This design comes from an exercise in tuning for small area, a short achievable clock period and few clock cycles per item on the open sky130 flow, not from production work. At most, simulation tests tie the RTL to the original design; equivalence was not proved. Only the layout flow was run in runs 1 to 3; the RTL was not checked for function there.

===== flow/run.sh =====
#!/bin/bash
# Own flow: the standard layout (standard.sh) with three changes:
#  - synthesis maps with an ABC script suited to XOR-heavy logic
#    (flow/abc.script) and skips the full/half adder extraction; registers,
#    flattening and renaming are the standard synthesis's;
#  - timing repair aims SETUP_SLACK_MARGIN ns below the clock period;
#  - ports are buffered with a plain buffer cell, and the delay cells are
#    not used as buffers.
set -euo pipefail
W=$(pwd)
MARGIN=6.5
SYN=$FLOW_HOME/scripts/synth.tcl
sed -e 's|^\(\s*\)\[env_var_exists_and_non_empty ADDER_MAP_FILE\] &&|\10 \&\& [env_var_exists_and_non_empty ADDER_MAP_FILE] \&\&|' \
    -e "s|^\(\s*\)log_cmd abc {\*}\$abc_args|\1log_cmd abc -script $W/flow/abc.script {*}[lrange \$abc_args 2 end]|" \
    "$SYN" > "$W/synth_own.tcl"
grep -q '0 && \[env_var_exists_and_non_empty ADDER_MAP_FILE\]' "$W/synth_own.tcl"
grep -q "log_cmd abc -script $W/flow/abc.script" "$W/synth_own.tcl"
sed "s|source \$::env(SCRIPTS_DIR)/synth.tcl|source $W/synth_own.tcl|" synth_recipe.tcl > "$W/synth_recipe_own.tcl"
grep -q "source $W/synth_own.tcl" "$W/synth_recipe_own.tcl"
sed -e "s|SYNTH_SCRIPT=[^ ]*|SYNTH_SCRIPT=$W/synth_recipe_own.tcl|" \
    -e "s|\"\${@:-finish}\"|SETUP_SLACK_MARGIN=$MARGIN \"\${@:-finish}\"|" standard.sh > "$W/standard_own.sh"
grep -q "SYNTH_SCRIPT=$W/synth_recipe_own.tcl" "$W/standard_own.sh"
grep -q "SETUP_SLACK_MARGIN=$MARGIN" "$W/standard_own.sh"
export BUFFER_PORTS_ARGS="-buffer_cell sky130_fd_sc_hd__buf_1"
DLY=""
for c in clkdlybuf4s15_1 clkdlybuf4s15_2 clkdlybuf4s18_1 clkdlybuf4s18_2 clkdlybuf4s25_1 \
         clkdlybuf4s25_2 clkdlybuf4s50_1 clkdlybuf4s50_2 dlygate4sd1_1 dlygate4sd2_1 \
         dlygate4sd3_1 dlymetal6s2s_1 dlymetal6s4s_1 dlymetal6s6s_1; do
  DLY="$DLY sky130_fd_sc_hd__$c"
done
export DONT_USE_CELLS="$DLY"
bash "$W/standard_own.sh" > "$W/flow_make.log" 2>&1

===== flow/abc.script =====
strash
&get -n
&dch -x
&nf -R 1000
&put
buffer -c
topo
stime -c
upsize -c
dnsize -c

===== standard.sh =====
#!/bin/bash
# synth_recipe.tcl (not shown) runs the flow's synth.tcl, then flattens the netlist and writes it again
# the make line also repeats each setting of config.mk as NAME=value (left out here)
make -C /OpenROAD-flow-scripts/flow DESIGN_CONFIG=/design/flow/config.mk WORK_HOME=/design/flow/orfs CLKGATE_MAP_FILE= SYNTH_SCRIPT=/design/flow/synth_recipe.tcl "${@:-finish}"

===== config.mk =====
export PLATFORM = sky130hd
export DESIGN_NAME = aes256_core
export DESIGN_NICKNAME = aes256_core
export VERILOG_FILES = /design/flow/design.v
export SDC_FILE = /design/flow/constraint.sdc
export NUM_CORES = 8
export LEC_CHECK = 0
export CAP_MARGIN = 20
export CORE_MARGIN = 2
export CORE_UTILIZATION = 40
export CTS_BUF_LIST = sky130_fd_sc_hd__clkbuf_16
export CTS_CLUSTER_DIAMETER = 45
export CTS_CLUSTER_SIZE = 35
export SLEW_MARGIN = 20

===== constraint.sdc =====
create_clock -name core_clock -period 10.0 [get_ports {clk}]
set_input_delay 2.0000 -clock core_clock [delete_from_list [all_inputs] [get_ports {clk}]]
set_output_delay 2.0000 -clock core_clock [all_outputs]
set_load 0.01 [all_outputs]

===== design.v =====
module aes_sbox_a (input wire [7:0] x, input wire dec, output wire [11:0] m);
    wire t9 = x[0] ^ x[6];
    wire t10 = x[5] ^ t9;
    wire t11 = x[1] ^ x[2];
    wire t12 = x[7] ^ t10;
    wire t13 = x[1] ^ t10;
    wire t14 = t11 ^ t12;
    wire t15 = x[4] ^ t10;
    wire t16 = x[3] ^ t9;
    wire t17 = t11 ^ t16;
    wire t18 = x[0] ^ x[1];
    wire t19 = x[3] ^ x[4];
    wire t20 = t18 ^ t19;
    wire t21 = x[7] ^ t20;
    wire t22 = x[4] ^ x[6];
    wire t23 = t18 ^ t22;
    wire t24 = x[3] ^ x[6];
    wire t25 = t18 ^ t24;
    wire t26 = x[4] ^ x[7];
    wire t27 = x[0] ^ x[3];
    wire t28 = x[4] ^ t27;
    wire t29 = x[5] ^ t23;
    wire t30 = x[7] ^ t22;
    wire t31 = x[2] ^ x[5];
    wire t32 = x[7] ^ t31;
    wire t33 = ~t22;
    wire t34 = ~t25;
    wire t35 = ~t23;
    wire t36 = ~t28;
    wire t37 = ~t30;
    wire t38 = ~t32;
    wire t39 = dec ? t33 : t13;
    wire t40 = dec ? t34 : t12;
    wire t41 = dec ? t26 : t14;
    wire t42 = dec ? t35 : t15;
    wire t43 = dec ? t36 : t10;
    wire t44 = dec ? t29 : t17;
    wire t45 = dec ? t37 : t21;
    wire t46 = dec ? t38 : x[0];
    wire t47 = t39 ^ t43;
    wire t48 = t40 ^ t44;
    wire t49 = t41 ^ t45;
    wire t50 = t42 ^ t46;
    wire t51 = t47 ^ t48;
    wire t52 = t48 ^ t50;
    wire t53 = t47 ^ t49;
    wire t54 = t39 ^ t41;
    wire t55 = t40 ^ t42;
    wire t56 = t43 ^ t45;
    wire t57 = t44 ^ t46;
    wire t58 = t54 ^ t55;
    wire t59 = t56 ^ t57;
    wire t60 = t58 & t59;
    wire t61 = t54 & t56;
    wire t62 = t60 ^ t61;
    wire t63 = t55 & t57;
    wire t64 = t60 ^ t63;
    wire t65 = t62 ^ t64;
    wire t66 = t39 ^ t40;
    wire t67 = t43 ^ t44;
    wire t68 = t66 & t67;
    wire t69 = t39 & t43;
    wire t70 = t68 ^ t69;
    wire t71 = t40 & t44;
    wire t72 = t68 ^ t71;
    wire t73 = t64 ^ t70;
    wire t74 = t65 ^ t72;
    wire t75 = t41 ^ t42;
    wire t76 = t45 ^ t46;
    wire t77 = t75 & t76;
    wire t78 = t41 & t45;
    wire t79 = t77 ^ t78;
    wire t80 = t42 & t46;
    wire t81 = t77 ^ t80;
    wire t82 = t64 ^ t79;
    wire t83 = t65 ^ t81;
    wire t84 = t51 ^ t73;
    wire t85 = t48 ^ t74;
    wire t86 = t52 ^ t82;
    wire t87 = t53 ^ t83;
    wire t88 = t84 ^ t86;
    wire t89 = t85 ^ t87;
    wire t90 = t88 ^ t89;
    wire t91 = t84 ^ t85;
    wire t92 = t86 ^ t87;
    wire t93 = t91 & t92;
    wire t94 = t84 & t86;
    wire t95 = t93 ^ t94;
    wire t96 = t85 & t87;
    wire t97 = t93 ^ t96;
    wire t98 = t88 ^ t95;
    wire t99 = t90 ^ t97;
    wire t100 = t98 ^ t99;
    wire t101 = t92 & t100;
    wire t102 = t86 & t99;
    wire t103 = t101 ^ t102;
    wire t104 = t87 & t98;
    wire t105 = t101 ^ t104;
    wire t106 = t91 & t100;
    wire t107 = t84 & t99;
    wire t108 = t106 ^ t107;
    wire t109 = t85 & t98;
    wire t110 = t106 ^ t109;
    assign m[0] = t39;
    assign m[1] = t40;
    assign m[2] = t41;
    assign m[3] = t42;
    assign m[4] = t43;
    assign m[5] = t44;
    assign m[6] = t45;
    assign m[7] = t46;
    assign m[8] = t103;
    assign m[9] = t105;
    assign m[10] = t108;
    assign m[11] = t110;
endmodule
module aes_sbox_b (input wire [11:0] m, input wire dec, output wire [7:0] y);
    wire t13 = m[8] ^ m[10];
    wire t14 = m[9] ^ m[11];
    wire t15 = m[4] ^ m[6];
    wire t16 = m[5] ^ m[7];
    wire t17 = t13 ^ t14;
    wire t18 = t15 ^ t16;
    wire t19 = t17 & t18;
    wire t20 = t13 & t15;
    wire t21 = t19 ^ t20;
    wire t22 = t14 & t16;
    wire t23 = t19 ^ t22;
    wire t24 = t21 ^ t23;
    wire t25 = m[8] ^ m[9];
    wire t26 = m[4] ^ m[5];
    wire t27 = t25 & t26;
    wire t28 = m[4] & m[8];
    wire t29 = t27 ^ t28;
    wire t30 = m[5] & m[9];
    wire t31 = t27 ^ t30;
    wire t32 = t23 ^ t29;
    wire t33 = t24 ^ t31;
    wire t34 = m[10] ^ m[11];
    wire t35 = m[6] ^ m[7];
    wire t36 = t34 & t35;
    wire t37 = m[6] & m[10];
    wire t38 = t36 ^ t37;
    wire t39 = m[7] & m[11];
    wire t40 = t36 ^ t39;
    wire t41 = t23 ^ t38;
    wire t42 = t24 ^ t40;
    wire t43 = m[0] ^ m[2];
    wire t44 = m[1] ^ m[3];
    wire t45 = t43 ^ t44;
    wire t46 = t17 & t45;
    wire t47 = t13 & t43;
    wire t48 = t46 ^ t47;
    wire t49 = t14 & t44;
    wire t50 = t46 ^ t49;
    wire t51 = t48 ^ t50;
    wire t52 = m[0] ^ m[1];
    wire t53 = t25 & t52;
    wire t54 = m[0] & m[8];
    wire t55 = t53 ^ t54;
    wire t56 = m[1] & m[9];
    wire t57 = t53 ^ t56;
    wire t58 = t50 ^ t55;
    wire t59 = t51 ^ t57;
    wire t60 = m[2] ^ m[3];
    wire t61 = t34 & t60;
    wire t62 = m[2] & m[10];
    wire t63 = t61 ^ t62;
    wire t64 = m[3] & m[11];
    wire t65 = t61 ^ t64;
    wire t66 = t50 ^ t63;
    wire t67 = t51 ^ t65;
    wire t68 = t32 ^ t66;
    wire t69 = t33 ^ t42;
    wire t70 = t41 ^ t68;
    wire t71 = t42 ^ t59;
    wire t72 = t58 ^ t69;
    wire t73 = t32 ^ t33;
    wire t74 = t58 ^ t73;
    wire t75 = t67 ^ t68;
    wire t76 = t71 ^ t75;
    wire t77 = t69 ^ t70;
    wire t78 = t41 ^ t66;
    wire t79 = ~t72;
    wire t80 = ~t74;
    wire t81 = ~t71;
    wire t82 = ~t78;
    wire t83 = t32 ^ t58;
    wire t84 = t42 ^ t66;
    wire t85 = t33 ^ t83;
    wire t86 = t41 ^ t59;
    wire t87 = t67 ^ t84;
    wire t88 = t41 ^ t85;
    wire t89 = t85 ^ t87;
    wire t90 = t42 ^ t58;
    wire t91 = t32 ^ t86;
    wire t92 = t87 ^ t91;
    wire t93 = t83 ^ t84;
    wire t94 = t86 ^ t93;
    wire t95 = t33 ^ t58;
    wire t96 = dec ? t67 : t79;
    wire t97 = dec ? t83 : t80;
    wire t98 = dec ? t88 : t76;
    wire t99 = dec ? t89 : t77;
    wire t100 = dec ? t90 : t70;
    wire t101 = dec ? t92 : t81;
    wire t102 = dec ? t94 : t82;
    wire t103 = dec ? t95 : t68;
    assign y[0] = t96;
    assign y[1] = t97;
    assign y[2] = t98;
    assign y[3] = t99;
    assign y[4] = t100;
    assign y[5] = t101;
    assign y[6] = t102;
    assign y[7] = t103;
endmodule
module aes_sboxf_a (input wire [7:0] x, output wire [11:0] m);
    wire t8 = x[0] ^ x[6];
    wire t9 = x[5] ^ t8;
    wire t10 = x[1] ^ x[2];
    wire t11 = x[7] ^ t9;
    wire t12 = x[1] ^ t9;
    wire t13 = t10 ^ t11;
    wire t14 = x[4] ^ t9;
    wire t15 = x[3] ^ t8;
    wire t16 = t10 ^ t15;
    wire t17 = x[0] ^ x[1];
    wire t18 = x[3] ^ x[4];
    wire t19 = t17 ^ t18;
    wire t20 = x[7] ^ t19;
    wire t21 = t9 ^ t12;
    wire t22 = t11 ^ t16;
    wire t23 = t13 ^ t20;
    wire t24 = x[0] ^ t14;
    wire t25 = t21 ^ t22;
    wire t26 = t22 ^ t24;
    wire t27 = t21 ^ t23;
    wire t28 = t12 ^ t13;
    wire t29 = t11 ^ t14;
    wire t30 = t9 ^ t20;
    wire t31 = x[0] ^ t16;
    wire t32 = t28 ^ t29;
    wire t33 = t30 ^ t31;
    wire t34 = t32 & t33;
    wire t35 = t28 & t30;
    wire t36 = t34 ^ t35;
    wire t37 = t29 & t31;
    wire t38 = t34 ^ t37;
    wire t39 = t36 ^ t38;
    wire t40 = t11 ^ t12;
    wire t41 = t9 ^ t16;
    wire t42 = t40 & t41;
    wire t43 = t9 & t12;
    wire t44 = t42 ^ t43;
    wire t45 = t11 & t16;
    wire t46 = t42 ^ t45;
    wire t47 = t38 ^ t44;
    wire t48 = t39 ^ t46;
    wire t49 = t13 ^ t14;
    wire t50 = x[0] ^ t20;
    wire t51 = t49 & t50;
    wire t52 = t13 & t20;
    wire t53 = t51 ^ t52;
    wire t54 = x[0] & t14;
    wire t55 = t51 ^ t54;
    wire t56 = t38 ^ t53;
    wire t57 = t39 ^ t55;
    wire t58 = t25 ^ t47;
    wire t59 = t22 ^ t48;
    wire t60 = t26 ^ t56;
    wire t61 = t27 ^ t57;
    wire t62 = t58 ^ t60;
    wire t63 = t59 ^ t61;
    wire t64 = t62 ^ t63;
    wire t65 = t58 ^ t59;
    wire t66 = t60 ^ t61;
    wire t67 = t65 & t66;
    wire t68 = t58 & t60;
    wire t69 = t67 ^ t68;
    wire t70 = t59 & t61;
    wire t71 = t67 ^ t70;
    wire t72 = t62 ^ t69;
    wire t73 = t64 ^ t71;
    wire t74 = t72 ^ t73;
    wire t75 = t66 & t74;
    wire t76 = t60 & t73;
    wire t77 = t75 ^ t76;
    wire t78 = t61 & t72;
    wire t79 = t75 ^ t78;
    wire t80 = t65 & t74;
    wire t81 = t58 & t73;
    wire t82 = t80 ^ t81;
    wire t83 = t59 & t72;
    wire t84 = t80 ^ t83;
    assign m[0] = t12;
    assign m[1] = t11;
    assign m[2] = t13;
    assign m[3] = t14;
    assign m[4] = t9;
    assign m[5] = t16;
    assign m[6] = t20;
    assign m[7] = x[0];
    assign m[8] = t77;
    assign m[9] = t79;
    assign m[10] = t82;
    assign m[11] = t84;
endmodule
module aes_sboxf_b (input wire [11:0] m, output wire [7:0] y);
    wire t12 = m[8] ^ m[10];
    wire t13 = m[9] ^ m[11];
    wire t14 = m[4] ^ m[6];
    wire t15 = m[5] ^ m[7];
    wire t16 = t12 ^ t13;
    wire t17 = t14 ^ t15;
    wire t18 = t16 & t17;
    wire t19 = t12 & t14;
    wire t20 = t18 ^ t19;
    wire t21 = t13 & t15;
    wire t22 = t18 ^ t21;
    wire t23 = t20 ^ t22;
    wire t24 = m[8] ^ m[9];
    wire t25 = m[4] ^ m[5];
    wire t26 = t24 & t25;
    wire t27 = m[4] & m[8];
    wire t28 = t26 ^ t27;
    wire t29 = m[5] & m[9];
    wire t30 = t26 ^ t29;
    wire t31 = t22 ^ t28;
    wire t32 = t23 ^ t30;
    wire t33 = m[10] ^ m[11];
    wire t34 = m[6] ^ m[7];
    wire t35 = t33 & t34;
    wire t36 = m[6] & m[10];
    wire t37 = t35 ^ t36;
    wire t38 = m[7] & m[11];
    wire t39 = t35 ^ t38;
    wire t40 = t22 ^ t37;
    wire t41 = t23 ^ t39;
    wire t42 = m[0] ^ m[2];
    wire t43 = m[1] ^ m[3];
    wire t44 = t42 ^ t43;
    wire t45 = t16 & t44;
    wire t46 = t12 & t42;
    wire t47 = t45 ^ t46;
    wire t48 = t13 & t43;
    wire t49 = t45 ^ t48;
    wire t50 = t47 ^ t49;
    wire t51 = m[0] ^ m[1];
    wire t52 = t24 & t51;
    wire t53 = m[0] & m[8];
    wire t54 = t52 ^ t53;
    wire t55 = m[1] & m[9];
    wire t56 = t52 ^ t55;
    wire t57 = t49 ^ t54;
    wire t58 = t50 ^ t56;
    wire t59 = m[2] ^ m[3];
    wire t60 = t33 & t59;
    wire t61 = m[2] & m[10];
    wire t62 = t60 ^ t61;
    wire t63 = m[3] & m[11];
    wire t64 = t60 ^ t63;
    wire t65 = t49 ^ t62;
    wire t66 = t50 ^ t64;
    wire t67 = t31 ^ t65;
    wire t68 = t32 ^ t41;
    wire t69 = t40 ^ t67;
    wire t70 = t41 ^ t58;
    wire t71 = t57 ^ t68;
    wire t72 = t31 ^ t32;
    wire t73 = t57 ^ t72;
    wire t74 = t66 ^ t67;
    wire t75 = t70 ^ t74;
    wire t76 = t68 ^ t69;
    wire t77 = t40 ^ t65;
    wire t78 = ~t71;
    wire t79 = ~t73;
    wire t80 = ~t70;
    wire t81 = ~t77;
    assign y[0] = t78;
    assign y[1] = t79;
    assign y[2] = t75;
    assign y[3] = t76;
    assign y[4] = t69;
    assign y[5] = t80;
    assign y[6] = t81;
    assign y[7] = t67;
endmodule
module aes_mixcol (
    input  wire [31:0] c,
    output wire [31:0] y
);
    wire [7:0] a0 = c[7:0];
    wire [7:0] a1 = c[15:8];
    wire [7:0] a2 = c[23:16];
    wire [7:0] a3 = c[31:24];
    wire [7:0] x0 = {a0[6:0], 1'b0} ^ (a0[7] ? 8'h1b : 8'h00);
    wire [7:0] x1 = {a1[6:0], 1'b0} ^ (a1[7] ? 8'h1b : 8'h00);
    wire [7:0] x2 = {a2[6:0], 1'b0} ^ (a2[7] ? 8'h1b : 8'h00);
    wire [7:0] x3 = {a3[6:0], 1'b0} ^ (a3[7] ? 8'h1b : 8'h00);
    assign y[7:0]   = x0 ^ (x1 ^ a1) ^ a2 ^ a3;
    assign y[15:8]  = a0 ^ x1 ^ (x2 ^ a2) ^ a3;
    assign y[23:16] = a0 ^ a1 ^ x2 ^ (x3 ^ a3);
    assign y[31:24] = (x0 ^ a0) ^ a1 ^ a2 ^ x3;
endmodule
module aes_inv_mixcol_pre (
    input  wire [31:0] c,
    output wire [31:0] y
);
    function [7:0] x4;   
        input [7:0] a;
        reg   [7:0] t;
        begin
            t  = {a[6:0], 1'b0} ^ (a[7] ? 8'h1b : 8'h00);
            x4 = {t[6:0], 1'b0} ^ (t[7] ? 8'h1b : 8'h00);
        end
    endfunction
    wire [7:0] u = x4(c[7:0]  ^ c[23:16]);
    wire [7:0] v = x4(c[15:8] ^ c[31:24]);
    assign y = {c[31:24] ^ v, c[23:16] ^ u, c[15:8] ^ v, c[7:0] ^ u};
endmodule
module aes256_core (
    input  wire         clk,
    input  wire         rst,
    input  wire         start,
    input  wire [1:0]   op,
    input  wire [255:0] key,
    input  wire [127:0] din,
    output reg          ready,
    output reg          done,
    output reg          err,
    output reg  [127:0] dout
);
    function [127:0] sig;
        input [127:0] a;
        sig = {a[63:32], a[95:64], a[127:96], a[31:0]};
    endfunction
    reg [255:0] ks;          
    reg [255:0] ke;          
    reg         kv;          
    reg         wpend;       
    reg         wact;        
    reg         v1, d1, x1;  
    reg [3:0]   c1;          
    reg [127:0] s1;          
    reg [255:0] k1;          
    reg         v2, d2, x2;
    reg [3:0]   c2;
    reg [191:0] m2;          
    reg [47:0]  q2;          
    reg [255:0] k2;
    reg         v3, d3, x3;
    reg [3:0]   c3;
    reg [127:0] u3;          
    reg [31:0]  w3;          
    reg [255:0] k3;
    wire last3 = (c3 == 4'd13);
    reg  free3;                     
    reg  fin3;                      
    genvar gi;
    wire [127:0] sr;
    wire [191:0] ma;
    wire [47:0]  qa;
    generate
        for (gi = 0; gi < 16; gi = gi + 1) begin : g_a
            assign sr[8*gi+7:8*gi] =
                s1[8*((gi % 4) + 4*(((gi / 4) + (gi % 4)) % 4)) +: 8];
            aes_sbox_a u_sa (.x(sr[8*gi+7:8*gi]), .dec(d1), .m(ma[12*gi+11:12*gi]));
        end
        for (gi = 0; gi < 4; gi = gi + 1) begin : g_ka
            aes_sboxf_a u_ka (.x(k1[224+8*gi+7:224+8*gi]), .m(qa[12*gi+11:12*gi]));
        end
    endgenerate
    wire [127:0] b;
    wire [31:0]  sw;
    generate
        for (gi = 0; gi < 16; gi = gi + 1) begin : g_b
            aes_sbox_b u_sb (.m(m2[12*gi+11:12*gi]), .dec(d2), .y(b[8*gi+7:8*gi]));
        end
        for (gi = 0; gi < 4; gi = gi + 1) begin : g_kb
            aes_sboxf_b u_kb (.m(q2[12*gi+11:12*gi]), .y(sw[8*gi+7:8*gi]));
        end
    endgenerate
    wire [127:0] ub = d2 ? (b ^ sig(k2[255:128])) : b;
    wire [127:0] rk = k3[255:128];
    wire [127:0] ns;
    generate
        for (gi = 0; gi < 4; gi = gi + 1) begin : g_mc
            wire [31:0] pre, mc;
            aes_inv_mixcol_pre u_pre (.c(u3[32*gi+31:32*gi]), .y(pre));
            aes_mixcol u_mc (.c(d3 ? pre : u3[32*gi+31:32*gi]), .y(mc));
            assign ns[32*gi+31:32*gi] = mc ^ (d3 ? 32'h0 : rk[32*gi+31:32*gi]);
        end
    endgenerate
    wire [127:0] res = d3 ? sig(u3) : (u3 ^ rk);
    wire [7:0]  rcon = d3 ? (8'h40 >> c3[3:1]) : (8'h01 << c3[3:1]);
    wire [31:0] t    = c3[0] ? w3 : ({w3[7:0], w3[31:8]} ^ {24'h0, rcon});
    wire [31:0] l0 = k3[31:0], l1 = k3[63:32], l2 = k3[95:64], l3 = k3[127:96];
    wire [31:0] p1 = l1 ^ l0;
    wire [31:0] p2 = d3 ? (l2 ^ l1) : (l2 ^ l1 ^ l0);
    wire [31:0] p3 = d3 ? (l3 ^ l2) : (l3 ^ l2 ^ l1 ^ l0);
    wire [31:0] te = d3 ? 32'h0 : t;
    wire [31:0] n0 = l0 ^ t;
    wire [31:0] n1 = p1 ^ te;
    wire [31:0] n2 = p2 ^ te;
    wire [31:0] n3 = p3 ^ te;
    wire [255:0] nk = {n3, n2, n1, n0, k3[255:128]};
    wire acc     = start && ready;
    wire blk     = acc && (op != 2'b00);
    wire launch  = blk && kv;
    wire wlaunch = wpend && free3;
    wire ldec    = op[1] && !wpend;
    wire [127:0] s_new = ldec ? sig(din ^ ke[255:128]) : (din ^ ks[127:0]);
    wire [255:0] k_new = ldec ? {ke[127:0], ke[255:128]} : ks;
    wire wpend_n = wlaunch ? 1'b0 : (acc && op == 2'b00) ? 1'b1 : wpend;
    wire wact_n  = fin3 ? 1'b0 : wlaunch ? 1'b1 : wact;
    always @(posedge clk) begin
        v2 <= v1; d2 <= d1; x2 <= x1; c2 <= c1;
        m2 <= ma; q2 <= qa; k2 <= k1;
        v3 <= v2; d3 <= d2; x3 <= x2; c3 <= c2;
        free3 <= !v2 || (c2 == 4'd13);
        fin3  <= v2 && (c2 == 4'd13) && x2;
        u3 <= ub; w3 <= sw; k3 <= k2;
        dout <= res;
        done <= 1'b0;
        err  <= 1'b0;
        if (free3) begin
            s1 <= s_new;
            k1 <= k_new;
        end else begin
            s1 <= ns;
            k1 <= nk;
        end
        if (launch) begin
            v1 <= 1'b1; d1 <= op[1]; x1 <= 1'b0; c1 <= 4'd0;
        end else if (wlaunch) begin
            v1 <= 1'b1; d1 <= 1'b0; x1 <= 1'b1; c1 <= 4'd0;
        end else begin
            v1 <= v3 && !last3; d1 <= d3; x1 <= x3; c1 <= c3 + 4'd1;
        end
        ready <= !wpend_n && !wact_n && (!v2 || c2 == 4'd13);
        if (acc && op == 2'b00) begin
            ks <= key;
            kv <= 1'b1;
        end
        wpend <= wpend_n;
        wact  <= wact_n;
        if (blk && !kv) begin
            done <= 1'b1;
            err  <= 1'b1;
        end
        if (v3 && last3)
            done <= 1'b1;
        if (fin3)
            ke <= k3;
        if (rst) begin
            v1 <= 1'b0; v2 <= 1'b0; v3 <= 1'b0;
            free3 <= 1'b1; fin3 <= 1'b0;
            kv <= 1'b0; wpend <= 1'b0; wact <= 1'b0;
            done <= 1'b0;
            ready <= 1'b1;
        end
    end
endmodule

==> results.txt, run 1 <==
CP Cell Sequence=xnor2_2 -> o21ai_0 -> a21oi_1 -> xnor2_1 -> xor2_1 -> xnor2_1 -> a31o_2 -> o22ai_1; skew final=0.0722 ns; Final period util=0.348; DP Area=approximately 97,000 um2; number of buffers created by CTS=237; Max Buffers Root-to-Sink=3; RSZ-0062 raised after global routing=true; crit path max fanout=7; setup total negative slack=0 ns; GP Congestion=approximately 1; Reg2Reg Setup Slack=6.52 ns; drt first pass iters=6; WHS Path Cells=0; clock root buffer=clkbuf_16; Worst Max-Slew Pin Slew=about 1.2 ns; Post-synth EDFFs=between 500 and 600; Via Count=68,500; Post-synth ARST share=0; max-slew violations=0; headroom to the max-slew limit=0.187; Die X=485 um; Initial Util=0.402; Vias/cell=about 5.2; share of cells above drive strength 1=0.110; initial antenna violation count=81; minimum clock period=3.48 ns; #FFs+latches synth=around 2,000; Core ar.=230,000 um2; ANT nets after route=0; Fin. Hold Viols=0; cell family with most CP delay=XOR/XNOR gates; Layout Nets=10,200; crit-path max cell delay=0.72 ns; All-Layer GR Usage=0.295; Final Util=0.477; Clock Latency Late Sink=0.94 ns; DR iter-0 viols=7,595; Setup CP Type=reg -> reg; top_reg_cell synth=dfxtp_1; hold path endpoint=k3[23]; Post-Route WL=about 360,000 um; Die Y=between 400 and 500 um; Hold Path Class=reg -> reg; Post-DP HPWL=281,000 um; Crit Reg-Reg Endpoint=s1[46]; Final setup viols=0; Cells after Synth=about 9,000; Ys Warns=2; Die Area=235,000 um2; io pins=520; crit-path most repeated cell=xnor2_1; # port buffers=519; sequential area share after synthesis=0.480; Fmax achieved=287 MHz; # rows=between 150 and 200; # DRC=0; Avg Cell Area, Syn=10.1 um2; Reg2Reg Depth=8; Wirelength per Cell=~28 um; global route overflow=0; Yosys cell types=60; MaxCap Viol Count=0; htree depth=4; final hold slack=0.284 ns; reg-to-reg critical path startpoint=u3[55]; startpoint types=flop; slowest CP cell=xnor2_1; Hold Startpoint=k2[23]; clk sinks=1,961; CTS tree=built; Syn Std Cell Area=92,400 um2; CP Data Required Time=10.80 ns; CP endpoint kind=flop; worst path bufs/invs=0; arrival time at the worst endpoint=4.28 ns; number of hold buffers added after CTS=0; clock slew at reported path FFs=0.09 ns; first-pass GRT wire length=491,000 um; pin count of the biggest net entering global routing=215; cell area after layout=around 110,000 um2; vias in the first global route=65,200; area growth from synthesis to layout=18.6%; syn_nets=9,548; status=no timing/DRC/antenna violations
-- synth_stat cells, types with 17 or more instances --
cell type / n / area (um2)
xnor2_1: 2321 / 20300
dfxtp_1: 1449 / 29000
xor2_1: 989 / 8660
nand2_1: 896 / 3360
nor2_1: 829 / 3110
o21ai_0: 562 / 2810
edfxtp_1: 512 / 15400
a21oi_1: 353 / 1770
clkbuf_1: 215 / 807
o22ai_1: 188 / 1180
inv_1: 127 / 477
mux2i_1: 88 / 881
a31oi_1: 84 / 526
nand2b_1: 54 / 338
mux2_2: 52 / 586
nor2b_1: 51 / 319
o21ai_1: 44 / 220
o21a_1: 40 / 300
buf_1: 36 / 135
a21boi_0: 34 / 255
buf_2: 34 / 170
a21o_1: 21 / 158
o21bai_1: 17 / 128
-- repair_timing --
| item | in CTS | in global routing |
|---|---|---|
| gates resized for setup | 218 | 272 |
| setup endpoints to repair | 258 | 175 |
| gates cloned | 5 | 3 |
| setup buffers | 27 | 75 |
| pin swaps | 23 | 84 |
-- worst max path at each step --
stage	end	startpoint	cells after the start
finish	s1[46]	u3[55]	8
global route	m2[106]	s1[70]	17
CTS	m2[131]	s1[16]	15
detailed placement	s1[28]	op[1]	9
global placement	s1[28]	op[1]	9
floorplan	ready	start	5
-- flip-flops by register name, summed over array words and instances (netlist names), 4 cells and up --
signal,count
m2,192
k2,256
ke,256
dout,128
u3,128
k3,256
s1,128
k1,256
c2,4
c1,4
c3,4
w3,32
ks,256
q2,44
-- metrics by stage --
stage	std cells	setup WS [ns]
finish	13100	6.52
global route	13000	6.30
floorplan	9159	1.25
global placement	12500	5.13
CTS	12900	6.47
detailed placement	12500	5.18
-- cells in the final DEF (no fill, tap or decap), drive strengths merged, types with 11 or more instances in the layout --
| cell type | instances |
|---|---|
| xnor2 | 2339 |
| dfxtp | 1449 |
| xor2 | 995 |
| nand2 | 896 |
| nor2 | 832 |
| buf | 669 |
| o21ai | 615 |
| edfxtp | 512 |
| a21oi | 368 |
| clkbuf | 246 |
| inv | 237 |
| o22ai | 188 |
| mux2i | 89 |
| a31oi | 84 |
| clkinv | 82 |
| nand2b | 56 |
| mux2 | 52 |
| nor2b | 51 |
| o21a | 40 |
| a21boi | 34 |
| diode | 29 |
| a21o | 21 |
| clkinvlp | 19 |
| o21bai | 17 |
| nor3 | 15 |
| and2 | 11 |
-- layer usage --
metal  share of wire  vias to the layer above  track usage  wire, um
met5         0.00022                        -            0        80
met4           0.051                       12        0.141     18400
met3           0.080                      553       0.0487     28800
met2            0.42                     3037        0.427    152000
met1            0.45                    33600        0.425    161000
li1                -                    31200            -         -
-- cell families (layout without fill, tap and decap cells) --
kind of cell,count (synthesis),in the layout,synth area share
flip-flops,1961,1961,0.480
multiplexers,141,141,0.0160
buffers and inverters,420,1259,0.0178
AO/OA/AOI/OAI,1424,1424,0.0872
AND/OR/NAND/NOR,1879,1881,0.0803
other,0,29,0
XOR/XNOR,3334,3334,0.318
-- area by class of cell --
class | instances | area (um2)
inverter | 128 | 484
clock buffer | 242 | 6060
fill | 21400 | 120000
tap | 3026 | 3790
timing repair buffer | 675 | 3600
sequential | 1961 | 44600
multi-input combinational | 6780 | 48500
antenna | 29 | 72.6
clock inverter | 214 | 2540
==> run 2: changes to the inputs <==
--- a/config.mk
+++ b/config.mk
@@ -10,5 +10,5 @@
 export CORE_UTILIZATION = 40
 export CTS_BUF_LIST = sky130_fd_sc_hd__clkbuf_16
-export CTS_CLUSTER_DIAMETER = 45
-export CTS_CLUSTER_SIZE = 35
+export CTS_CLUSTER_DIAMETER = 50
+export CTS_CLUSTER_SIZE = 30
 export SLEW_MARGIN = 20
==> results.txt, run 2 <==
status=no timing/DRC/antenna violations; Post-DP HPWL=between 200,000 and 300,000 um; cell area after layout=109,000 um2; xor and xnor area share after synthesis=0.318; Final setup viols=0; Cells after Synth=between 9,000 and 10,000; # port buffers=519; Die X=485 um; GP Congestion=1.02; pin count of the biggest net entering global routing=215; All-Layer GR Usage=0.295; CP Data Required Time=10.74 ns; sequential area share after synthesis=0.480; startpoint types=flop; largest family of logic cells by synthesized area=XOR/XNOR gates; #FFs+latches synth=1,961; Yosys top cell area share=0.314; skew final=0.0574 ns; Post-synth EDFFs=512; commonest non-fill, non-tap cell in the layout=xnor2_1; headroom to the max-slew limit=0.180; adder-cell share of the synthesized area=0; drt first pass iters=5; Synth Area in Compound Gates=0.0872; ANT nets after route=0; Setup WS post-layout=~6.5 ns; DP Area=a little under 100,000 um2; most frequent cells in the layout=xnor2_1 (2,214), dfxtp_1 (1,377), xor2_1 (914); vias in the first global route=64,900; Setup CP Type=reg -> reg; clk sinks=1,961; syn_nets=approximately 9,500; Yosys cell types=60; htree depth=4; setup total negative slack=0 ns; share of cells above drive strength 1=0.105; minimum clock period=3.46 ns; dpl ws=around 5.2 ns; Vias/cell=5.24; DR iter-0 viols=7,651; RSZ-0062 raised after global routing=true; Final Util=0.473; Final period util=0.346; Layout Nets=10,200; first-pass GRT wire length=about 490,000 um; clock slew at reported path FFs=0.09 ns; Initial Util=0.402; Fmax achieved=approximately 290 MHz; cell with the most instances after synthesis=xnor2_1; CP endpoint kind=flop; mux cell area share after synthesis=0.0160; Hold Path Class=reg -> reg; io pins=520; Post-Synth Simple-Gate Area=0.0803; area growth from synthesis to layout=17.6%; Die Y=~480 um; initial antenna violation count=89; clock root buffer=clkbuf_16; CTS tree=built; # DRC=0; crit path max fanout=6; Syn Std Cell Area=92,400 um2; Max Buffers Root-to-Sink=3; top_reg_cell synth=dfxtp_1; Post-synth ARST share=0; Worst Max-Slew Pin Slew=1.22 ns; Core ar.=between 200,000 and 250,000 um2; number of buffers created by CTS=201; MaxCap Viol Count=0; Fin. Hold Viols=0; arrival time at the worst endpoint=4.20 ns; global route overflow=0; max-slew violations=0; Via Count=68,100; largest cells by area after synthesis=dfxtp_1 (31%), xnor2_1 (22%), edfxtp_1 (17%); Synth area leader=dfxtp_1; top cells by count, synth=xnor2_1 (2,321), dfxtp_1 (1,449), xor2_1 (989); Post-Route WL=360,000 um; # rows=176; Avg Cell Area, Syn=10.1 um2; Clock Latency Late Sink=0.90 ns; fill count=roughly 21,000; Ys Warns=2; Die Area=around 230,000 um2; Wirelength per Cell=27.7 um
==> run 2: cell counts after synthesis <==
Identical to the previous run, type by type.
==> run 2: path summary, 6_finish.rpt <==
path / cells past startpoint / slack, ns / to / start
worst min-delay path: 0 / 0.30 / k3[23] / k2[23]
worst min register to register: 0 / 0.30 / k3[23] / k2[23]
worst max-delay path: 15 / 6.54 / m2[131] / s1[16]
worst max register to register: 15 / 6.54 / m2[131] / s1[16]
==> run 2: routing by layer <==
metal	part of all wire	routed length (um)	vias up	GRT usage
li1	-	-	31100	-
met3	0.084	30300	542	0.0514
met1	0.44	160000	33400	0.423
met5	0.00039	139	-	0
met4	0.054	19300	20	0.146
met2	0.42	150000	3032	0.425
==> run 2: cells by family (layout without fill, tap and decap cells) <==
group / count (synthesis) / in the layout
AND/OR/NAND/NOR: 1879 / 1881
buffers and inverters: 420 / 1201
XOR/XNOR: 3334 / 3334
flip-flops: 1961 / 1961
multiplexers: 141 / 141
AO/OA/AOI/OAI: 1424 / 1424
other: 0 / 37
==> run 2: final cells by class <==
class	instances	area [um2]	share of cell area
inverter	128	484	0.00446
clock buffer	206	5150	0.0474
multi-input combinational	6780	48400	0.446
tap	3026	3790	0.0348
antenna	37	92.6	0.000852
timing repair buffer	689	3720	0.0342
clock inverter	178	2450	0.0225
sequential	1961	44500	0.410
==> run 2: worst max-delay path, stage by stage (launching register included) <==
cell     delay, ns
dfxtp_4       0.38
xor2_2        0.16
xnor2_2       0.29
xor2_2        0.20
xor2_1        0.25
o21ai_4       0.13
xnor2_2       0.24
a21oi_1       0.10
mux2_4        0.34
xnor2_4       0.26
xor2_2        0.19
nand2_1       0.10
mux2i_2       0.28
xnor2_2       0.17
nand2_1       0.10
xnor2_1       0.13
==> run 2: through the flow <==
stage | hold slack (ns) | cells
after floorplan | 0.310 | 9159
after global placement | 0.310 | 12500
after detailed placement | 0.312 | 12500
after CTS | 0.305 | 12900
after global routing | 0.314 | 13000
final | 0.300 | 13000
==> run 2: repair_timing <==
action	CTS	global route
buffers inserted	37	78
pin swaps	25	82
hold buffers	0	0
gates cloned	6	3
endpoints found under the setup margin	284	178
resized for setup	198	269
endpoints found under the hold margin	0	0
==> run 3: changes to the inputs <==
--- a/design.v
+++ b/design.v
@@ -445,4 +445,5 @@
     reg [127:0] s1;          
     reg [255:0] k1;          
+    reg         f1;          
     reg         v2, d2, x2;
     reg [3:0]   c2;
@@ -459,4 +460,6 @@
     reg  fin3;                      
     genvar gi;
+    wire         kdec = d1 && f1;
+    wire [31:0]  kw7  = kdec ? ke[127:96] : k1[255:224];
     wire [127:0] sr;
     wire [191:0] ma;
@@ -469,5 +472,5 @@
         end
         for (gi = 0; gi < 4; gi = gi + 1) begin : g_ka
-            aes_sboxf_a u_ka (.x(k1[224+8*gi+7:224+8*gi]), .m(qa[12*gi+11:12*gi]));
+            aes_sboxf_a u_ka (.x(kw7[8*gi+7:8*gi]), .m(qa[12*gi+11:12*gi]));
         end
     endgenerate
@@ -512,10 +515,9 @@
     wire ldec    = op[1] && !wpend;
     wire [127:0] s_new = ldec ? sig(din ^ ke[255:128]) : (din ^ ks[127:0]);
-    wire [255:0] k_new = ldec ? {ke[127:0], ke[255:128]} : ks;
     wire wpend_n = wlaunch ? 1'b0 : (acc && op == 2'b00) ? 1'b1 : wpend;
     wire wact_n  = fin3 ? 1'b0 : wlaunch ? 1'b1 : wact;
     always @(posedge clk) begin
         v2 <= v1; d2 <= d1; x2 <= x1; c2 <= c1;
-        m2 <= ma; q2 <= qa; k2 <= k1;
+        m2 <= ma; q2 <= qa; k2 <= kdec ? {ke[127:0], ke[255:128]} : k1;
         v3 <= v2; d3 <= d2; x3 <= x2; c3 <= c2;
         free3 <= !v2 || (c2 == 4'd13);
@@ -527,5 +529,5 @@
         if (free3) begin
             s1 <= s_new;
-            k1 <= k_new;
+            k1 <= ks;
         end else begin
             s1 <= ns;
@@ -533,9 +535,9 @@
         end
         if (launch) begin
-            v1 <= 1'b1; d1 <= op[1]; x1 <= 1'b0; c1 <= 4'd0;
+            v1 <= 1'b1; d1 <= op[1]; x1 <= 1'b0; c1 <= 4'd0; f1 <= 1'b1;
         end else if (wlaunch) begin
-            v1 <= 1'b1; d1 <= 1'b0; x1 <= 1'b1; c1 <= 4'd0;
+            v1 <= 1'b1; d1 <= 1'b0; x1 <= 1'b1; c1 <= 4'd0; f1 <= 1'b1;
         end else begin
-            v1 <= v3 && !last3; d1 <= d3; x1 <= x3; c1 <= c3 + 4'd1;
+            v1 <= v3 && !last3; d1 <= d3; x1 <= x3; c1 <= c3 + 4'd1; f1 <= 1'b0;
         end
         ready <= !wpend_n && !wact_n && (!v2 || c2 == 4'd13);
--- a/config.mk
+++ b/config.mk
@@ -9,6 +9,3 @@
 export CORE_MARGIN = 2
 export CORE_UTILIZATION = 40
-export CTS_BUF_LIST = sky130_fd_sc_hd__clkbuf_16
-export CTS_CLUSTER_DIAMETER = 50
-export CTS_CLUSTER_SIZE = 30
 export SLEW_MARGIN = 20
==> results.txt, run 3 <==
clock slew at reported path FFs=0.06 ns; share of cells above drive strength 1=0.159; Vias/cell=slightly above 5; Synth area leader=dfxtp_1; Layout Nets=around 10,000; sequential area share after synthesis=0.471; Max Buffers Root-to-Sink=3; Clock Latency Late Sink=0.90 ns; Post-synth ARST share=0; startpoint types=flop; minimum clock period=~3.7 ns; headroom to the max-slew limit=0.217; Die Y=489 um; GP Congestion=0.994; crit path max fanout=4; Fin. Hold Viols=0; MaxCap Viol Count=0; largest cells by area after synthesis=dfxtp_1 (31%), xnor2_1 (22%), edfxtp_1 (16%); CP Data Required Time=10.81 ns; syn_nets=9,434; Ys Warns=2; DP Cell Count=12,500; CTS tree=built; # rows=178; Fmax achieved=271 MHz; clock root buffer=clkbuf_16; Die X=489 um; WHS Path Cells=0; Setup CP Type=reg -> reg; Final period util=0.370; CP Cell Sequence=nand2_8 -> buf_12 -> buf_8 -> buf_6 -> mux2i_4 -> xor2_4 -> xnor2_4 -> xnor2_4 -> xnor2_2 -> buf_4 -> nor2_4 -> xor2_4 -> xnor2_2 -> xnor2_1 -> inv_1 -> nand2_2 -> xor2_2 -> buf_4 -> nand2_2 -> o22ai_2; crit-path max cell delay=0.36 ns; top_reg_cell synth=dfxtp_1; area of the multi-input gates=51,600 um2; #FFs+latches synth=1,962; Final setup viols=0; ANT nets after route=0; area growth from synthesis to layout=19.7%; Reg2Reg Setup Slack=6.30 ns; Worst Max-Slew Pin Slew=1.18 ns; Levels on crit path=20; commonest non-fill, non-tap cell in the layout=xnor2_1; Post-Route WL=340,000 um; slowest CP cell=dfxtp_4; global route overflow=0; setup total negative slack=0 ns; skew final=0.0947 ns; Hold Path Class=reg -> reg; htree depth=4; vias in the first global route=64,600; DR iter-0 viols=6,145; Die Area=between 200,000 and 250,000 um2; Avg Cell Area, Syn=10.4 um2; Yosys top cell area share=0.308; Reg2Reg Depth=20; drt first pass iters=5; initial antenna violation count=45; Cells after Synth=9,045; top cells by count, synth=xnor2_1 (2,359), dfxtp_1 (1,450), xor2_1 (968); number of hold buffers added after CTS=0; most frequent cells in the layout=xnor2_1 (2,190), dfxtp_1 (1,402), xor2_1 (882); Post-synth EDFFs=512; cell family with most CP delay=XOR/XNOR gates; first-pass GRT wire length=463,000 um; io pins=520; Via Count=66,800; Yosys cell types=63; Initial Util=0.402; register area=~45,000 um2; cell with the most instances after synthesis=xnor2_1; worst path bufs/invs=6; max-slew violations=0; Post-DP HPWL=254,000 um; pin count of the biggest net entering global routing=150; number of buffers created by CTS=209; clk sinks=1,962; fill count=21,500; Final Instance Count excl. Fillers=13,200; RSZ-0062 raised after global routing=true; final hold slack=about 0.26 ns; # port buffers=a little over 500; Core ar.=235,000 um2; status=no timing/DRC/antenna violations; Wirelength per Cell=around 26 um; arrival time at the worst endpoint=between 4 and 5 ns; All-Layer GR Usage=0.271; CP endpoint kind=flop; # DRC=0; Syn Std Cell Area=94,300 um2
run 3: stage by stage:
step / setup WS, ns / cell area (um2) / utilization
after floorplan: 1.25 / 94400 / -
after global placement: 4.44 / 99700 / 0.425
after detailed placement: 4.47 / 99700 / 0.425
after CTS: 6.36 / 110000 / 0.468
after global routing: 6.18 / 113000 / 0.481
final: 6.30 / 113000 / 0.481
run 3: path summary, 6_finish.rpt:
| path | from | endpoint |
|---|---|---|
| worst max-delay path | f1 | q2[23] |
| worst min-delay path | k2[18] | k3[18] |
| worst max register to register | f1 | q2[23] |
| worst min register to register | k2[18] | k3[18] |
run 3: cell type report:
| cell class | count | share of cell area |
|---|---|---|
| Sequential cell | 1962 | 0.394 |
| Clock buffer | 279 | 0.0526 |
| Multi-Input combinational cell | 6691 | 0.457 |
| Timing Repair Buffer | 809 | 0.0431 |
| Antenna cell | 12 | 0.000266 |
| Inverter | 133 | 0.00451 |
| Clock inverter | 120 | 0.0132 |
| Tap cell | 3150 | 0.0349 |
run 3: metal layers:
| layer | vias up | track usage | wire, um |
|---|---|---|---|
| met5 | - | 0 | 64 |
| met4 | 10 | 0.121 | 17300 |
| met3 | 544 | 0.0385 | 23000 |
| met2 | 2515 | 0.416 | 149000 |
| met1 | 32800 | 0.377 | 150000 |
| li1 | 30900 | - | - |
run 3: kinds of logic (layout without fill, tap and decap cells):
group | after synthesis | after routing | synth area share
other | 0 | 12 | 0
xor gates and xnor gates | 3364 | 3364 | 0.316
AOI/OAI and AO/OA | 1095 | 1095 | 0.0636
DFF | 1962 | 1962 | 0.471
adders and majority gates | 1 | 1 | 0.000106
muxes | 498 | 498 | 0.0596
buffers and inverters | 394 | 1341 | 0.0162
and+or+nand+nor | 1731 | 1733 | 0.0733
run 3: repair_timing:
action,in CTS,in global routing
endpoints found under the setup margin,164,100
setup buffers,105,125
resized for setup,260,355
gates cloned,12,6
pin swaps,83,156
run 3: worst register-to-register path, cell delays in order (launching register included):
cell and delay (ns):
dfxtp_4 0.36, nand2_8 0.11, buf_12 0.18, buf_8 0.14, buf_6 0.14, mux2i_4 0.32
xor2_4 0.30, xnor2_4 0.18, xnor2_4 0.10, xnor2_2 0.16, buf_4 0.15, nor2_4 0.19
xor2_4 0.20, xnor2_2 0.11, xnor2_1 0.25, inv_1 0.11, nand2_2 0.09, xor2_2 0.19
buf_4 0.16, nand2_2 0.06, o22ai_2 0.13
==> run 4: changes to the inputs <==
--- a/design.v
+++ b/design.v
@@ -445,5 +445,4 @@
     reg [127:0] s1;          
     reg [255:0] k1;          
-    reg         f1;          
     reg         v2, d2, x2;
     reg [3:0]   c2;
@@ -457,9 +456,6 @@
     reg [255:0] k3;
     wire last3 = (c3 == 4'd13);
-    reg  free3;                     
-    reg  fin3;                      
+    wire free3 = !v3 || last3;      
     genvar gi;
-    wire         kdec = d1 && f1;
-    wire [31:0]  kw7  = kdec ? ke[127:96] : k1[255:224];
     wire [127:0] sr;
     wire [191:0] ma;
@@ -472,5 +468,5 @@
         end
         for (gi = 0; gi < 4; gi = gi + 1) begin : g_ka
-            aes_sboxf_a u_ka (.x(kw7[8*gi+7:8*gi]), .m(qa[12*gi+11:12*gi]));
+            aes_sboxf_a u_ka (.x(k1[224+8*gi+7:224+8*gi]), .m(qa[12*gi+11:12*gi]));
         end
     endgenerate
@@ -515,12 +511,11 @@
     wire ldec    = op[1] && !wpend;
     wire [127:0] s_new = ldec ? sig(din ^ ke[255:128]) : (din ^ ks[127:0]);
+    wire [255:0] k_new = ldec ? {ke[127:0], ke[255:128]} : ks;
     wire wpend_n = wlaunch ? 1'b0 : (acc && op == 2'b00) ? 1'b1 : wpend;
-    wire wact_n  = fin3 ? 1'b0 : wlaunch ? 1'b1 : wact;
+    wire wact_n  = (v3 && last3 && x3) ? 1'b0 : wlaunch ? 1'b1 : wact;
     always @(posedge clk) begin
         v2 <= v1; d2 <= d1; x2 <= x1; c2 <= c1;
-        m2 <= ma; q2 <= qa; k2 <= kdec ? {ke[127:0], ke[255:128]} : k1;
+        m2 <= ma; q2 <= qa; k2 <= k1;
         v3 <= v2; d3 <= d2; x3 <= x2; c3 <= c2;
-        free3 <= !v2 || (c2 == 4'd13);
-        fin3  <= v2 && (c2 == 4'd13) && x2;
         u3 <= ub; w3 <= sw; k3 <= k2;
         dout <= res;
@@ -529,5 +524,5 @@
         if (free3) begin
             s1 <= s_new;
-            k1 <= ks;
+            k1 <= k_new;
         end else begin
             s1 <= ns;
@@ -535,9 +530,9 @@
         end
         if (launch) begin
-            v1 <= 1'b1; d1 <= op[1]; x1 <= 1'b0; c1 <= 4'd0; f1 <= 1'b1;
+            v1 <= 1'b1; d1 <= op[1]; x1 <= 1'b0; c1 <= 4'd0;
         end else if (wlaunch) begin
-            v1 <= 1'b1; d1 <= 1'b0; x1 <= 1'b1; c1 <= 4'd0; f1 <= 1'b1;
+            v1 <= 1'b1; d1 <= 1'b0; x1 <= 1'b1; c1 <= 4'd0;
         end else begin
-            v1 <= v3 && !last3; d1 <= d3; x1 <= x3; c1 <= c3 + 4'd1; f1 <= 1'b0;
+            v1 <= v3 && !last3; d1 <= d3; x1 <= x3; c1 <= c3 + 4'd1;
         end
         ready <= !wpend_n && !wact_n && (!v2 || c2 == 4'd13);
@@ -552,11 +547,12 @@
             err  <= 1'b1;
         end
-        if (v3 && last3)
+        if (v3 && last3) begin
             done <= 1'b1;
-        if (fin3)
-            ke <= k3;
+            if (x3) begin
+                ke <= k3;
+            end
+        end
         if (rst) begin
             v1 <= 1'b0; v2 <= 1'b0; v3 <= 1'b0;
-            free3 <= 1'b1; fin3 <= 1'b0;
             kv <= 1'b0; wpend <= 1'b0; wact <= 1'b0;
             done <= 1'b0;
--- a/flow/run.sh
+++ b/flow/run.sh
@@ -5,6 +5,5 @@
 #    flattening and renaming are the standard synthesis's;
 #  - timing repair aims SETUP_SLACK_MARGIN ns below the clock period;
-#  - ports are buffered with a plain buffer cell, and the delay cells are
-#    not used as buffers.
+#  - ports are buffered with a plain buffer cell.
 set -euo pipefail
 W=$(pwd)
@@ -23,10 +22,3 @@
 grep -q "SETUP_SLACK_MARGIN=$MARGIN" "$W/standard_own.sh"
 export BUFFER_PORTS_ARGS="-buffer_cell sky130_fd_sc_hd__buf_1"
-DLY=""
-for c in clkdlybuf4s15_1 clkdlybuf4s15_2 clkdlybuf4s18_1 clkdlybuf4s18_2 clkdlybuf4s25_1 \
-         clkdlybuf4s25_2 clkdlybuf4s50_1 clkdlybuf4s50_2 dlygate4sd1_1 dlygate4sd2_1 \
-         dlygate4sd3_1 dlymetal6s2s_1 dlymetal6s4s_1 dlymetal6s6s_1; do
-  DLY="$DLY sky130_fd_sc_hd__$c"
-done
-export DONT_USE_CELLS="$DLY"
 bash "$W/standard_own.sh" > "$W/flow_make.log" 2>&1
==> results.txt, run 4 <==
Die Y=485 um; ANT nets after route=0; top_reg_cell synth=dfxtp_1; Hold Path Class=reg -> reg; Fin. Hold Viols=0; drt first pass iters=6; fill count=21,200; #FFs+latches synth=just under 2,000; met3 usage in global routing=0.0449; CP endpoint kind=flop; Post-synth EDFFs=512; cell with the most instances after synthesis=xnor2_1; Synth area leader=dfxtp_1; syn_nets=about 9,500; Critical Path Start=d3; MaxCap Viol Count=0; # rows=176; Initial Util=0.402; crit path max fanout=99; Core ar.=230,000 um2; Die Area=235,000 um2; DR iter-0 viols=7,012; CTS tree=built; setup total negative slack=0 ns; Final Instance Count excl. Fillers=13,000; Max Buffers Root-to-Sink=3; max-slew violations=0; Layout Nets=10,100; # port buffers=519; Reg2Reg Depth=10; Yosys top cell area share=0.313; Final period util=0.351; Final setup viols=0; GP Congestion=around 1; CP Data Required Time=10.75 ns; Vias/cell=5.18; Wirelength per Cell=26.8 um; Post-DP HPWL=266,000 um; # DRC=0; number of buffers created by CTS=around 210; Via Count=around 67,000; Syn Std Cell Area=92,500 um2; startpoint types=flop; area growth from synthesis to layout=17.0%; DP Cell Count=between 10,000 and 15,000; Yosys cell types=59; Hold Startpoint=k2[104]; minimum clock period=~3.5 ns; RSZ-0062 raised after global routing=true; Clock Latency Late Sink=0.90 ns; Crit Reg-Reg Endpoint=s1[99]; first-pass GRT wire length=471,000 um; largest cells by area after synthesis=dfxtp_1 (31%), xnor2_1 (23%), edfxtp_1 (17%); number of hold buffers added after CTS=0; clock slew at reported path FFs=0.06 ns; most frequent cells in the layout=xnor2_1 (2,346), dfxtp_1 (1,383), nand2_1 (1,000); Fmax achieved=285 MHz; Setup CP Type=reg -> reg; met1 usage=0.389; clock root buffer=clkbuf_16; pin count of the biggest net entering global routing=176; GR peak layer=met2; sequential area share after synthesis=0.479; Post-Route WL=347,000 um; WHS Path Cells=0; vias in the first global route=roughly 64,000; Worst Max-Slew Pin Slew=approximately 1.2 ns; hold path endpoint=k3[104]; skew final=0.0441 ns; Die X=485 um; Reg2Reg Setup Slack=6.49 ns; Post-synth ARST share=0; All-Layer GR Usage=0.281; clk sinks=around 2,000; io pins=520; commonest non-fill, non-tap cell in the layout=xnor2_1; final hold slack=~0.31 ns; initial antenna violation count=55; arrival time at the worst endpoint=roughly 4.3 ns; Cells after Synth=roughly 9,100; top cells by count, synth=xnor2_1 (2,459), dfxtp_1 (1,447), nand2_1 (1,005); htree depth=4; headroom to the max-slew limit=0.191; share of cells above drive strength 1=0.0918; global route overflow=0; Ys Warns=2; reg-to-reg critical path startpoint=d3; Avg Cell Area, Syn=10.1 um2; status=no timing/DRC/antenna violations; GR Util met2=0.434
[run 4: layer usage]
| layer | part of all wire | vias to the layer above |
|---|---|---|
| li1 | - | 30900 |
| met1 | 0.44 | 33000 |
| met2 | 0.44 | 2743 |
| met3 | 0.075 | 521 |
| met4 | 0.046 | 36 |
| met5 | 0.00069 | - |
[run 4: final cells by class]
type / count / area, um2 / area share
Multi-Input combinational cell: 6785 / 48600 / 0.449
Antenna cell: 24 / 60.1 / 0.000555
Clock inverter: 112 / 1260 / 0.0117
Sequential cell: 1959 / 44500 / 0.411
Inverter: 119 / 449 / 0.00415
Clock buffer: 279 / 6010 / 0.0556
Timing Repair Buffer: 664 / 3520 / 0.0326
Tap cell: 3026 / 3790 / 0.0350
[run 4: worst max-delay path by stage]
stage / end / slack [ns] / depth (start not counted)
2_1_floorplan: ready / 0.93 / 5
3_3_place_gp: s1[73] / 4.81 / 8
3_5_place_dp: s1[74] / 4.78 / 7
4_1_cts: k1[245] / 6.38 / 9
5_1_grt: m2[118] / 6.31 / 18
6_report: s1[99] / 6.49 / 10
[run 4: what timing repair did]
action,in CTS,in global routing
gates cloned,5,8
setup endpoints to repair,371,249
pin swaps,18,63
buffers inserted,27,66
gates resized for setup,180,261
hold endpoints to repair,0,0
[run 4: metrics by stage]
step	cell area, um2	worst slack, ns	util
floorplan	92500	0.928	-
global placement	97600	4.81	0.424
detailed placement	97600	4.78	0.424
CTS	106000	6.38	0.461
global route	108000	6.31	0.470
finish	108000	6.49	0.471
[run 4: logic make-up (layout without fill, tap and decap cells)]
logic type	Yosys count	in the layout	synth area share
simple gates	1893	1899	0.0821
compound gates	1277	1277	0.0754
flops	1959	1959	0.479
buf+inv	402	1174	0.0170
other cells	0	24	0
mux	208	208	0.0227
xor+xnor	3401	3401	0.323
[run 4: critical path, stage by stage (launching register included)]
cell and delay [ns]:
dfxtp_4 0.57, buf_4 0.19, buf_12 0.32, o21ai_0 0.15, a21oi_1 0.28, xnor2_1 0.36
xnor2_1 0.23, xor2_1 0.20, xnor2_1 0.56, xnor2_1 0.29, o21ai_0 0.13
Testbench counts of run 4, summed over its fixed seeds: cycles 12,192, blocks 768.
==> run 5: changes to the inputs <==
--- a/design.v
+++ b/design.v
@@ -453,8 +453,8 @@
     reg [3:0]   c3;
     reg [127:0] u3;          
-    reg [31:0]  w3;          
-    reg [255:0] k3;
+    reg [255:0] k3;          
     wire last3 = (c3 == 4'd13);
-    wire free3 = !v3 || last3;      
+    reg  free3;                     
+    reg  fin2;                      
     genvar gi;
     wire [127:0] sr;
@@ -482,5 +482,17 @@
     endgenerate
     wire [127:0] ub = d2 ? (b ^ sig(k2[255:128])) : b;
-    wire [127:0] rk = k3[255:128];
+    wire [7:0]  rcon = d2 ? (8'h40 >> c2[3:1]) : (8'h01 << c2[3:1]);
+    wire [31:0] t    = c2[0] ? sw : ({sw[7:0], sw[31:8]} ^ {24'h0, rcon});
+    wire [31:0] l0 = k2[31:0], l1 = k2[63:32], l2 = k2[95:64], l3 = k2[127:96];
+    wire [31:0] p1 = l1 ^ l0;
+    wire [31:0] p2 = d2 ? (l2 ^ l1) : (l2 ^ l1 ^ l0);
+    wire [31:0] p3 = d2 ? (l3 ^ l2) : (l3 ^ l2 ^ l1 ^ l0);
+    wire [31:0] te = d2 ? 32'h0 : t;
+    wire [31:0] n0 = l0 ^ t;
+    wire [31:0] n1 = p1 ^ te;
+    wire [31:0] n2 = p2 ^ te;
+    wire [31:0] n3 = p3 ^ te;
+    wire [255:0] nk = {n3, n2, n1, n0, k2[255:128]};
+    wire [127:0] rk = k3[127:0];    
     wire [127:0] ns;
     generate
@@ -493,16 +505,4 @@
     endgenerate
     wire [127:0] res = d3 ? sig(u3) : (u3 ^ rk);
-    wire [7:0]  rcon = d3 ? (8'h40 >> c3[3:1]) : (8'h01 << c3[3:1]);
-    wire [31:0] t    = c3[0] ? w3 : ({w3[7:0], w3[31:8]} ^ {24'h0, rcon});
-    wire [31:0] l0 = k3[31:0], l1 = k3[63:32], l2 = k3[95:64], l3 = k3[127:96];
-    wire [31:0] p1 = l1 ^ l0;
-    wire [31:0] p2 = d3 ? (l2 ^ l1) : (l2 ^ l1 ^ l0);
-    wire [31:0] p3 = d3 ? (l3 ^ l2) : (l3 ^ l2 ^ l1 ^ l0);
-    wire [31:0] te = d3 ? 32'h0 : t;
-    wire [31:0] n0 = l0 ^ t;
-    wire [31:0] n1 = p1 ^ te;
-    wire [31:0] n2 = p2 ^ te;
-    wire [31:0] n3 = p3 ^ te;
-    wire [255:0] nk = {n3, n2, n1, n0, k3[255:128]};
     wire acc     = start && ready;
     wire blk     = acc && (op != 2'b00);
@@ -518,5 +518,7 @@
         m2 <= ma; q2 <= qa; k2 <= k1;
         v3 <= v2; d3 <= d2; x3 <= x2; c3 <= c2;
-        u3 <= ub; w3 <= sw; k3 <= k2;
+        free3 <= !v2 || (c2 == 4'd13);
+        fin2  <= v1 && (c1 == 4'd13) && x1;
+        u3 <= ub; k3 <= nk;
         dout <= res;
         done <= 1'b0;
@@ -527,5 +529,5 @@
         end else begin
             s1 <= ns;
-            k1 <= nk;
+            k1 <= k3;
         end
         if (launch) begin
@@ -547,12 +549,11 @@
             err  <= 1'b1;
         end
-        if (v3 && last3) begin
+        if (v3 && last3)
             done <= 1'b1;
-            if (x3) begin
-                ke <= k3;
-            end
-        end
+        if (fin2)
+            ke <= k2;
         if (rst) begin
             v1 <= 1'b0; v2 <= 1'b0; v3 <= 1'b0;
+            free3 <= 1'b1; fin2 <= 1'b0;
             kv <= 1'b0; wpend <= 1'b0; wact <= 1'b0;
             done <= 1'b0;
--- a/flow/run.sh
+++ b/flow/run.sh
@@ -5,5 +5,6 @@
 #    flattening and renaming are the standard synthesis's;
 #  - timing repair aims SETUP_SLACK_MARGIN ns below the clock period;
-#  - ports are buffered with a plain buffer cell.
+#  - ports are buffered with a plain buffer cell, and the delay cells are
+#    not used as buffers.
 set -euo pipefail
 W=$(pwd)
@@ -22,3 +23,10 @@
 grep -q "SETUP_SLACK_MARGIN=$MARGIN" "$W/standard_own.sh"
 export BUFFER_PORTS_ARGS="-buffer_cell sky130_fd_sc_hd__buf_1"
+DLY=""
+for c in clkdlybuf4s15_1 clkdlybuf4s15_2 clkdlybuf4s18_1 clkdlybuf4s18_2 clkdlybuf4s25_1 \
+         clkdlybuf4s25_2 clkdlybuf4s50_1 clkdlybuf4s50_2 dlygate4sd1_1 dlygate4sd2_1 \
+         dlygate4sd3_1 dlymetal6s2s_1 dlymetal6s4s_1 dlymetal6s6s_1; do
+  DLY="$DLY sky130_fd_sc_hd__$c"
+done
+export DONT_USE_CELLS="$DLY"
 bash "$W/standard_own.sh" > "$W/flow_make.log" 2>&1
--- a/config.mk
+++ b/config.mk
@@ -9,3 +9,6 @@
 export CORE_MARGIN = 2
 export CORE_UTILIZATION = 40
+export CTS_BUF_LIST = sky130_fd_sc_hd__clkbuf_16
+export CTS_CLUSTER_DIAMETER = 80
+export CTS_CLUSTER_SIZE = 30
 export SLEW_MARGIN = 20
==> results.txt, run 5 <==
crit-path most repeated cell=xnor2_1; All-Layer GR Usage=0.286; Vias/cell=5.25; Max Buffers Root-to-Sink=3; Yosys top cell area share=0.308; number of buffers created by CTS=112; Fmax achieved=271 MHz; # port buffers=a little over 500; CTS tree=built; cell area after layout=~100,000 um2; clock root buffer=clkbuf_16; setup total negative slack=0 ns; CP endpoint kind=flop; global route overflow=0; Post-synth EDFFs=512; MaxCap Viol Count=0; Die Area=~230,000 um2; max-slew violations=0; Worst Max-Slew Pin Slew=1.27 ns; Syn Std Cell Area=between 90,000 and 100,000 um2; Reg2Reg Depth=10; io pins=520; ANT nets after route=0; Layout Nets=just over 10,000; skew final=0.0820 ns; DP Cell Count=12,600; cell family with most CP delay=XOR/XNOR gates; first-pass GRT wire length=478,000 um; clock slew at reported path FFs=0.11 ns; initial antenna violation count=95; Synth area leader=dfxtp_1; minimum clock period=3.70 ns; Crit Reg-Reg Endpoint=k3[161]; Hold Startpoint=k1[35]; share of cells above drive strength 1=0.0776; GP Congestion=1.03; Yosys cell types=60; DP Area=97,200 um2; status=no timing/DRC/antenna violations; worst path bufs/invs=0; Final setup viols=0; fill count=21,600; # rows=176; DR iter-0 viols=between 7,000 and 8,000; Post-synth ARST share=0; Final period util=0.370; Wirelength per Cell=27.4 um; area growth from synthesis to layout=13.2%; WHS Path Cells=0; Final Instance Count excl. Fillers=12,900; Initial Util=0.402; Ys Warns=2; Die Y=484 um; Die X=484 um; most frequent cells in the layout=xnor2_1 (2,295), dfxtp_1 (1,358), nand2_1 (1,210); crit-path max cell delay=roughly 0.66 ns; drt first pass iters=6; crit path max fanout=4; final hold slack=0.322 ns; Fin. Hold Viols=0; cell with the most instances after synthesis=xnor2_1; Clock Latency Late Sink=0.86 ns; arrival time at the worst endpoint=4.36 ns; largest cells by area after synthesis=dfxtp_1 (31%), xnor2_1 (23%), edfxtp_1 (17%); pin count of the biggest net entering global routing=159; top_reg_cell synth=dfxtp_1; reg-to-reg critical path startpoint=q2[21]; commonest non-fill, non-tap cell in the layout=xnor2_1; Cells after Synth=9,278; CP Cell Sequence=xnor2_1 -> or2_2 -> xnor2_1 -> xnor2_1 -> xnor2_1 -> xnor2_1 -> xnor2_1 -> o21ai_1 -> nand2_1 -> xor2_1; Hold Path Class=reg -> reg; Via Count=67,700; top cells by count, synth=xnor2_1 (2,398), dfxtp_1 (1,417), nand2_1 (1,213); # DRC=0; Setup CP Type=reg -> reg; clk sinks=1,929; sequential area share after synthesis=0.475; htree depth=3; Reg2Reg Setup Slack=6.30 ns; Post-Route WL=about 350,000 um; syn_nets=roughly 9,700; vias in the first global route=64,000; headroom to the max-slew limit=0.146; RSZ-0062 raised after global routing=true; number of hold buffers added after CTS=0; slowest CP cell=xor2_1; startpoint types=flop; CP Data Required Time=about 11 ns; #FFs+latches synth=around 1,900; Avg Cell Area, Syn=just under 10 um2; hold path endpoint=k2[35]; Post-DP HPWL=275,000 um; Core ar.=between 200,000 and 250,000 um2
## run 5: cell types whose count changed after synthesis, moves of 19 or more
cell	change
nand2_1	+208
o21ai_0	-191
mux2i_1	-130
nor2_1	+114
a31oi_1	+98
o22ai_1	+61
xnor2_1	-61
mux2_2	+38
dfxtp_1	-30
or3_1	-30
xor2_1	+27
a21oi_1	-19
## run 5: worst max-delay path by stage
stage	startpoint	depth (start not counted)	slack, ns	endpoint
finish	q2[21]	10	6.30	k3[161]
global route	q2[20]	13	6.35	k3[195]
CTS	d1	13	6.40	m2[130]
detailed placement	d1	13	5.49	m2[130]
global placement	op[1]	4	5.56	ks[117]
floorplan	start	5	1.26	ready
## run 5: area by class of cell
cell class / instances / area (um2) / share of cell area
multi-input combinational: 6943 / 48600 / 0.466
clock inverter: 101 / 1390 / 0.0133
tap: 3026 / 3790 / 0.0363
inverter: 115 / 437 / 0.00419
clock buffer: 113 / 2830 / 0.0271
sequential: 1929 / 43900 / 0.420
timing repair buffer: 644 / 3310 / 0.0317
antenna: 31 / 77.6 / 0.000744
## run 5: per-layer routing
layer | track usage | wire (um) | vias up
met1 | 0.406 | 153000 | 33000
met3 | 0.0493 | 31500 | 555
met5 | 0 | 114 | -
met4 | 0.149 | 21100 | 16
li1 | - | - | 30900
met2 | 0.416 | 147000 | 3219
## run 5: through the flow
step	util	setup WS, ns
after global placement	0.424	5.56
after floorplan	-	1.26
after detailed placement	0.424	5.49
final	0.455	6.30
after CTS	0.446	6.40
after global routing	0.454	6.35
## run 5: timing repair
item / 4_1_cts / 5_1_grt
setup buffers: 19 / 56
gates resized for setup: 117 / 237
pin swaps: 6 / 56
hold endpoints to repair: 0 / 0
gates cloned: 2 / 6
endpoints found under the setup margin: 203 / 146
## run 5: worst register-to-register path: stages, from the launching register on
cell and delay (ns):
dfxtp_1 0.49, xnor2_1 0.17, or2_2 0.35, xnor2_1 0.29, xnor2_1 0.25, xnor2_1 0.14, xnor2_1 0.39, xnor2_1 0.13
o21ai_1 0.45, nand2_1 0.20, xor2_1 0.66
## run 5: kinds of logic after synthesis
logic type	count (synthesis)	synth area share
XOR/XNOR	3376	0.323
AND/OR/NAND/NOR	2199	0.0945
flip-flops	1929	0.475
AO/OA/AOI/OAI	1251	0.0773
buffers and inverters	406	0.0174
multiplexers	116	0.0133
adder cells (fa/ha/maj)	1	0.000109
Testbench counts of run 5, summed over its fixed seeds: cycles 12,192, blocks 768.

-- port drivers added, routing unchanged --
In the flow no input, the clock included, has a driving cell. The finished layouts below were timed again as built, in two steps.
Step 1, drivers: a clkbuf_16 drives clk and a buf_2 each remaining input, both assumed.
Step 2 also shifts input and output timing later by t, the mid clock arrival at the registers, as if the neighbouring blocks saw the same clock.
a / b / c = no drivers / after step 1 / after step 2; a / b = the first two.
| run | t, ns | slack for setup (ns) | worst setup path at the end |
|---|---|---|---|
| run 1 | 0.996 | 6.517 / 6.459 / 5.589 | input to register |
| run 2 | 0.967 | 6.539 / 6.468 / 5.677 | input to register |
| run 3 | 0.945 | 6.305 / 6.305 / 5.657 | input to register |
| run 4 | 0.970 | 6.486 / 6.453 / 5.693 | input to register |
| run 5 | 0.913 | 6.304 / 6.304 / 5.709 | input to register |
After both steps setup and hold are still met in every run listed. For run 1, which loses most, drivers alone change the setup slack by -0.058 ns; drivers and shift together by -0.928 ns.
